From an optimization exercise on the open Yosys and OpenROAD flow, aimed at small area, a short achievable clock period and few clock cycles per item; shortcuts taken in it are not production practice. The RTL was checked by simulation tests, not by an equivalence proof against the original design. No activity file was given, so power comes from the tool's default toggle rates.

==> run a <==
// crc_engine
module crc_engine (
    input  wire        clk,
    input  wire        rst,
    input  wire        cmd_valid,
    output wire        cmd_ready,
    input  wire [7:0]  cmd_op,
    input  wire [31:0] cmd_acc,
    input  wire [15:0] cmd_len,
    input  wire        data_valid,
    output wire        data_ready,
    input  wire [31:0] data,
    output wire        rsp_valid,
    input  wire        rsp_ready,
    output wire [3:0]  rsp_status,
    output wire [31:0] rsp_value
);
clock: 5.0 ns
lec_check: 0
cap_margin: 20
core_margin: 2
core_utilization: 40
cts_buf_list: sky130_fd_sc_hd__clkbuf_4 sky130_fd_sc_hd__clkbuf_8
setup_slack_margin: 2.45
slew_margin: 20
synth_hierarchical: 1
synth_memory_max_bits: 16384
standard.sh (not shown) runs the stock make flow with config.mk's settings and CLKGATE_MAP_FILE= SYNTH_SCRIPT=/design/flow/synth_recipe.tcl, a recipe that flattens the netlist after the stock synthesis.
==> flow/flow/run.sh <==
#!/bin/bash
# The standard layout, with plain buffers on the ports: buffer_ports picks a
# clock delay cell by default, which is larger and slower than buf_1.
set -euo pipefail
bash standard.sh synth > synth.log 2>&1
export BUFFER_PORTS_ARGS="-buffer_cell sky130_fd_sc_hd__buf_1"
bash standard.sh > layout.log 2>&1
==> run b (differences from run a) <==
--- a/flow/design.v
+++ b/flow/design.v
@@ -551,23 +551,14 @@
 module xr (
     input  wire a,
     input  wire b,
     output wire z
 );
     assign z = a ^ b;
 endmodule
-module ybit (
-    input  wire t,
-    input  wire s,
-    input  wire q,
-    input  wire o,
-    output wire z
-);
-    assign z = ((t & s) | q) ^ o;
-endmodule
 module crc_engine (
     input  wire        clk,
     input  wire        rst,
     input  wire        cmd_valid,
     output wire        cmd_ready,
     input  wire [7:0]  cmd_op,
     input  wire [31:0] cmd_acc,
@@ -586,27 +577,28 @@
     reg         rv;        
     reg         inv;       
     reg         is16;      
     reg         fin;       
     reg         nodata;    
     reg         first;     
     reg         pend;      
-    reg         ones;      
+    reg  [1:0]  km;        
+    reg  [1:0]  xm;        
     reg  [13:0] cnt;       
     reg  [1:0]  kl;        
     reg         lastw;     
     reg  [1:0]  j;         
+    reg  [1:0]  zc;        
     reg  [31:0] y;
-    wire rsp_take = rv & rsp_ready;
-    assign cmd_ready  = idle | rsp_take;
+    assign cmd_ready  = idle;
     assign data_ready = dr;
     assign rsp_valid  = rv;
     assign rsp_status = {4{inv}};
     assign rsp_value  = y;
-    wire take_cmd = cmd_ready & cmd_valid;
+    wire take_cmd = idle & cmd_valid;
     wire op_a = (cmd_op == 8'h40);
     wire op_f = (cmd_op == 8'h41);
     wire op_c = (cmd_op == 8'h42);
     wire op_h = (cmd_op == 8'h48);
     wire op_g = (cmd_op == 8'h49);
     wire len0 = (cmd_len == 16'd0);
     wire op_data = op_a | op_c | op_h | op_g;
@@ -619,24 +611,22 @@
     crc32c_zero_byte u_z (.x(y[31:0]), .z(u_z_z));
     assign rz = {u_z_z[29], u_z_z[28], u_z_z[27], u_z_z[26], y[3], y[2], u_z_z[25], u_z_z[24], u_z_z[23], u_z_z[22], u_z_z[21], u_z_z[20], u_z_z[19], u_z_z[18], u_z_z[17], u_z_z[16], u_z_z[15], u_z_z[14], u_z_z[13], u_z_z[12], u_z_z[11], u_z_z[10], u_z_z[9], u_z_z[8], u_z_z[7], u_z_z[6], u_z_z[5], u_z_z[4], u_z_z[3], u_z_z[2], u_z_z[1], u_z_z[0]};
     wire [14:0] u_h_z;
     crc16_byte u_h (.x(y[15:0]), .z(u_h_z));
     assign r16 = {u_h_z[14], u_h_z[13], u_h_z[12], u_h_z[11], u_h_z[10], u_h_z[9], u_h_z[8], u_h_z[7], u_h_z[6], u_h_z[5], u_h_z[4], y[12], u_h_z[3], u_h_z[2], u_h_z[1], u_h_z[0]};
     wire fin_phase = pend & ~busy;                      
     wire zmode     = fin_phase & ~is16 & (kl != 2'd0);
-    wire last_red  = fin_phase & (is16 | (kl == 2'd0) | (cnt[1:0] == 2'd1));
+    wire last_red  = fin_phase & (is16 | (kl == 2'd0) | (zc == 2'd1));
     wire fixup     = first & nodata;                    
     wire respond   = last_red | fixup;
     wire s32 = pend & ~is16 & ~zmode;
     wire s16 = pend & is16;
     wire sz  = zmode;
-    wire [1:0] km = {~is16 & ~inv & ~(fin & ones), ~inv & ~ones};
-    wire [1:0] xm = {fin & ones, ones};
-    wire sy_h = ~pend & ~idle & ~rsp_take & (~first | km[1]);
-    wire sy_l = ~pend & ~idle & ~rsp_take & (~first | km[0]);
+    wire sy_h = ~pend & ~idle & (~first | km[1]);
+    wire sy_l = ~pend & ~idle & (~first | km[0]);
     wire s1_h = first & xm[1];
     wire s1_l = first & xm[0];
     wire fc   = fin & respond;                          
     wire dv   = busy & data_valid;                      
     wire hs   = dr & data_valid;                        
     wire [1:0] jl = (lastw & (kl != 2'd0)) ? kl - 2'd1 : 2'd3;
     wire d32  = dv & ~is16;
@@ -647,47 +637,44 @@
                       d32};
     wire [3:0] g16 = {d16 & (j == 2'd3), d16 & (j == 2'd2),
                       d16 & (j == 2'd1), d16 & (j == 2'd0)};
     wire [7:0] b16 = ({8{g16[0]}} & data[7:0])   | ({8{g16[1]}} & data[15:8]) |
                      ({8{g16[2]}} & data[23:16]) | ({8{g16[3]}} & data[31:24]);
     wire [31:0] dw = {{8{g32[3]}} & data[31:24], {8{g32[2]}} & data[23:16],
                       ({8{g32[1]}} & data[15:8]) | b16, {8{g32[0]}} & data[7:0]};
-    wire [31:0] o  = ({32{cmd_ready}} & cmd_acc) | dw | {32{fc}};
+    wire [31:0] o  = ({32{idle}} & cmd_acc) | dw | {32{fc}};
     wire [31:0] q = ({32{sz}} & rz) | {16'h0000, {16{s16}} & r16} |
                     {{16{sy_h}} & y[31:16], {16{sy_l}} & y[15:0]} |
                     {{16{s1_h}}, {16{s1_l}}};
-    wire [31:0] yn;
-    genvar gi;
-    generate
-        for (gi = 0; gi < 32; gi = gi + 1) begin : g_y
-            ybit u (.t(r32[gi]), .s(s32), .q(q[gi]), .o(o[gi]), .z(yn[gi]));
-        end
-    endgenerate
+    wire [31:0] yn = (({32{s32}} & r32) | q) ^ o;
     always @(posedge clk)
         y <= yn;
     wire lastw_next = (kl == 2'd0) ? (cnt == 14'd2) : (cnt == 14'd1);
     wire [1:0] jl_next = (lastw_next & (kl != 2'd0)) ? kl - 2'd1 : 2'd3;
     wire wdone = ~is16 | (j == jl);                     
     always @(posedge clk) begin
         if (take_cmd) begin
             inv    <= ~(op_data | op_f);
             is16   <= op_h | op_g;
             fin    <= op_c | op_f;
             nodata <= ~op_data | len0;
-            ones   <= op_c | op_g;
+            km     <= {op_a | op_f, op_a | op_f | op_h};
+            xm     <= {op_c, op_c | op_g};
             kl     <= cmd_len[1:0];
             cnt    <= cmd_len[15:2];
             lastw  <= (cmd_len[1:0] == 2'd0) ? (cmd_len[15:2] == 14'd1)
                                              : (cmd_len[15:2] == 14'd0);
-        end else if (hs & lastw) begin
-            cnt    <= {12'd0, kl};
-        end else if (hs | zmode) begin
+        end else if (hs) begin
             cnt    <= cnt - 14'd1;
             lastw  <= lastw_next;
         end
+        if (hs & lastw)
+            zc <= kl;
+        else if (zmode)
+            zc <= zc - 2'd1;
     end
     always @(posedge clk) begin
         if (rst) begin
             idle  <= 1'b1;
             busy  <= 1'b0;
             dr    <= 1'b0;
             rv    <= 1'b0;
@@ -717,14 +704,14 @@
                 end else if (is16)
                     dr <= wdone ? (jl_next == 2'd0) : (j + 2'd1 == jl);
             end
             if (fixup)
                 first <= 1'b0;
             if (respond)
                 rv <= 1'b1;
-            if (rsp_take) begin
+            if (rv & rsp_ready) begin
                 rv   <= 1'b0;
-                idle <= ~cmd_valid;
+                idle <= 1'b1;
             end
         end
     end
 endmodule
CTS_BUF_LIST = unset   (was sky130_fd_sc_hd__clkbuf_4 sky130_fd_sc_hd__clkbuf_8)
SETUP_SLACK_MARGIN = 3.5   (was 2.45)
==> run c (differences from run a) <==
--- a/flow/design.v
+++ b/flow/design.v
@@ -551,23 +551,14 @@
 module xr (
     input  wire a,
     input  wire b,
     output wire z
 );
     assign z = a ^ b;
 endmodule
-module ybit (
-    input  wire t,
-    input  wire s,
-    input  wire q,
-    input  wire o,
-    output wire z
-);
-    assign z = ((t & s) | q) ^ o;
-endmodule
 module crc_engine (
     input  wire        clk,
     input  wire        rst,
     input  wire        cmd_valid,
     output wire        cmd_ready,
     input  wire [7:0]  cmd_op,
     input  wire [31:0] cmd_acc,
@@ -586,27 +577,28 @@
     reg         rv;        
     reg         inv;       
     reg         is16;      
     reg         fin;       
     reg         nodata;    
     reg         first;     
     reg         pend;      
-    reg         ones;      
+    reg  [1:0]  km;        
+    reg  [1:0]  xm;        
     reg  [13:0] cnt;       
     reg  [1:0]  kl;        
     reg         lastw;     
     reg  [1:0]  j;         
+    reg  [1:0]  zc;        
     reg  [31:0] y;
-    wire rsp_take = rv & rsp_ready;
-    assign cmd_ready  = idle | rsp_take;
+    assign cmd_ready  = idle;
     assign data_ready = dr;
     assign rsp_valid  = rv;
     assign rsp_status = {4{inv}};
     assign rsp_value  = y;
-    wire take_cmd = cmd_ready & cmd_valid;
+    wire take_cmd = idle & cmd_valid;
     wire op_a = (cmd_op == 8'h40);
     wire op_f = (cmd_op == 8'h41);
     wire op_c = (cmd_op == 8'h42);
     wire op_h = (cmd_op == 8'h48);
     wire op_g = (cmd_op == 8'h49);
     wire len0 = (cmd_len == 16'd0);
     wire op_data = op_a | op_c | op_h | op_g;
@@ -619,24 +611,22 @@
     crc32c_zero_byte u_z (.x(y[31:0]), .z(u_z_z));
     assign rz = {u_z_z[29], u_z_z[28], u_z_z[27], u_z_z[26], y[3], y[2], u_z_z[25], u_z_z[24], u_z_z[23], u_z_z[22], u_z_z[21], u_z_z[20], u_z_z[19], u_z_z[18], u_z_z[17], u_z_z[16], u_z_z[15], u_z_z[14], u_z_z[13], u_z_z[12], u_z_z[11], u_z_z[10], u_z_z[9], u_z_z[8], u_z_z[7], u_z_z[6], u_z_z[5], u_z_z[4], u_z_z[3], u_z_z[2], u_z_z[1], u_z_z[0]};
     wire [14:0] u_h_z;
     crc16_byte u_h (.x(y[15:0]), .z(u_h_z));
     assign r16 = {u_h_z[14], u_h_z[13], u_h_z[12], u_h_z[11], u_h_z[10], u_h_z[9], u_h_z[8], u_h_z[7], u_h_z[6], u_h_z[5], u_h_z[4], y[12], u_h_z[3], u_h_z[2], u_h_z[1], u_h_z[0]};
     wire fin_phase = pend & ~busy;                      
     wire zmode     = fin_phase & ~is16 & (kl != 2'd0);
-    wire last_red  = fin_phase & (is16 | (kl == 2'd0) | (cnt[1:0] == 2'd1));
+    wire last_red  = fin_phase & (is16 | (kl == 2'd0) | (zc == 2'd1));
     wire fixup     = first & nodata;                    
     wire respond   = last_red | fixup;
     wire s32 = pend & ~is16 & ~zmode;
     wire s16 = pend & is16;
     wire sz  = zmode;
-    wire [1:0] km = {~is16 & ~inv & ~(fin & ones), ~inv & ~ones};
-    wire [1:0] xm = {fin & ones, ones};
-    wire sy_h = ~pend & ~idle & ~rsp_take & (~first | km[1]);
-    wire sy_l = ~pend & ~idle & ~rsp_take & (~first | km[0]);
+    wire sy_h = ~pend & ~idle & (~first | km[1]);
+    wire sy_l = ~pend & ~idle & (~first | km[0]);
     wire s1_h = first & xm[1];
     wire s1_l = first & xm[0];
     wire fc   = fin & respond;                          
     wire dv   = busy & data_valid;                      
     wire hs   = dr & data_valid;                        
     wire [1:0] jl = (lastw & (kl != 2'd0)) ? kl - 2'd1 : 2'd3;
     wire d32  = dv & ~is16;
@@ -647,47 +637,44 @@
                       d32};
     wire [3:0] g16 = {d16 & (j == 2'd3), d16 & (j == 2'd2),
                       d16 & (j == 2'd1), d16 & (j == 2'd0)};
     wire [7:0] b16 = ({8{g16[0]}} & data[7:0])   | ({8{g16[1]}} & data[15:8]) |
                      ({8{g16[2]}} & data[23:16]) | ({8{g16[3]}} & data[31:24]);
     wire [31:0] dw = {{8{g32[3]}} & data[31:24], {8{g32[2]}} & data[23:16],
                       ({8{g32[1]}} & data[15:8]) | b16, {8{g32[0]}} & data[7:0]};
-    wire [31:0] o  = ({32{cmd_ready}} & cmd_acc) | dw | {32{fc}};
+    wire [31:0] o  = ({32{idle}} & cmd_acc) | dw | {32{fc}};
     wire [31:0] q = ({32{sz}} & rz) | {16'h0000, {16{s16}} & r16} |
                     {{16{sy_h}} & y[31:16], {16{sy_l}} & y[15:0]} |
                     {{16{s1_h}}, {16{s1_l}}};
-    wire [31:0] yn;
-    genvar gi;
-    generate
-        for (gi = 0; gi < 32; gi = gi + 1) begin : g_y
-            ybit u (.t(r32[gi]), .s(s32), .q(q[gi]), .o(o[gi]), .z(yn[gi]));
-        end
-    endgenerate
+    wire [31:0] yn = (({32{s32}} & r32) | q) ^ o;
     always @(posedge clk)
         y <= yn;
     wire lastw_next = (kl == 2'd0) ? (cnt == 14'd2) : (cnt == 14'd1);
     wire [1:0] jl_next = (lastw_next & (kl != 2'd0)) ? kl - 2'd1 : 2'd3;
     wire wdone = ~is16 | (j == jl);                     
     always @(posedge clk) begin
         if (take_cmd) begin
             inv    <= ~(op_data | op_f);
             is16   <= op_h | op_g;
             fin    <= op_c | op_f;
             nodata <= ~op_data | len0;
-            ones   <= op_c | op_g;
+            km     <= {op_a | op_f, op_a | op_f | op_h};
+            xm     <= {op_c, op_c | op_g};
             kl     <= cmd_len[1:0];
             cnt    <= cmd_len[15:2];
             lastw  <= (cmd_len[1:0] == 2'd0) ? (cmd_len[15:2] == 14'd1)
                                              : (cmd_len[15:2] == 14'd0);
-        end else if (hs & lastw) begin
-            cnt    <= {12'd0, kl};
-        end else if (hs | zmode) begin
+        end else if (hs) begin
             cnt    <= cnt - 14'd1;
             lastw  <= lastw_next;
         end
+        if (hs & lastw)
+            zc <= kl;
+        else if (zmode)
+            zc <= zc - 2'd1;
     end
     always @(posedge clk) begin
         if (rst) begin
             idle  <= 1'b1;
             busy  <= 1'b0;
             dr    <= 1'b0;
             rv    <= 1'b0;
@@ -717,14 +704,14 @@
                 end else if (is16)
                     dr <= wdone ? (jl_next == 2'd0) : (j + 2'd1 == jl);
             end
             if (fixup)
                 first <= 1'b0;
             if (respond)
                 rv <= 1'b1;
-            if (rsp_take) begin
+            if (rv & rsp_ready) begin
                 rv   <= 1'b0;
-                idle <= ~cmd_valid;
+                idle <= 1'b1;
             end
         end
     end
 endmodule
==> flow/run.sh (new file) <==
#!/bin/bash
# synth_recipe.tcl (not shown) runs the flow's synth.tcl, then flattens the netlist and writes it again
# the make line also repeats each setting of config.mk as NAME=value (left out here)
make -C /OpenROAD-flow-scripts/flow DESIGN_CONFIG=/design/flow/config.mk WORK_HOME=/design/flow/orfs CLKGATE_MAP_FILE= SYNTH_SCRIPT=/design/flow/synth_recipe.tcl finish
CTS_BUF_LIST = unset   (was sky130_fd_sc_hd__clkbuf_4 sky130_fd_sc_hd__clkbuf_8)
SETUP_SLACK_MARGIN = unset   (was 2.45)
removed: flow/flow/run.sh
removed: flow/standard.sh
==> run notes <==
Between run a and run b, the lower die area is in run a (gap 1.8%, measured against run b).
First-iteration DRC count, highest first: run b, run c, run a.
The highest critical path depth belongs to run b, the lowest to run a.
Of run c and run b, run b has the higher clock skew (gap 4.1 ps).
In run b the sequential power is higher than in run c, by 5.7%.
Cell count: run b > run a > run c.
The highest hold slack belongs to run b, the lowest to run a.
Testbench counts of run a, summed over its fixed seeds: cycles 106,086, bytes 379,321.
Testbench counts of run b, summed over its fixed seeds: cycles 107,278, bytes 379,321.
Testbench counts of run c, summed over its fixed seeds: cycles 107,278, bytes 379,321.

==> port drivers added, routing unchanged <==
How much do the figures lean on ideal ports? The routed layouts below were timed once more, with nothing changed but the port constraints. Step 1, drivers: a clkbuf_16 drives clk and a buf_2 each remaining input, both assumed. Step 2 times the ports against the registers' clock, not the clock port: input delays grow and output delays shrink by t, the midpoint of the rising clock arrivals with the driver on. Three values: ideal ports, drivers, drivers and shift; two values: the first two.
run | t, ns | setup slack, ns | worst slew at a driven data input, ns
run a | 0.393 | 2.381 / 2.381 / 2.194 | 0.06
run b | 0.373 | 2.461 / 2.461 / 2.461 | 0.05
run c | 0.380 | 1.665 / 1.665 / 1.665 | 0.05
After both steps every run listed still meets setup and hold. For run a, which loses most, drivers alone change the setup slack by 0.000 ns; drivers and shift together by -0.187 ns.
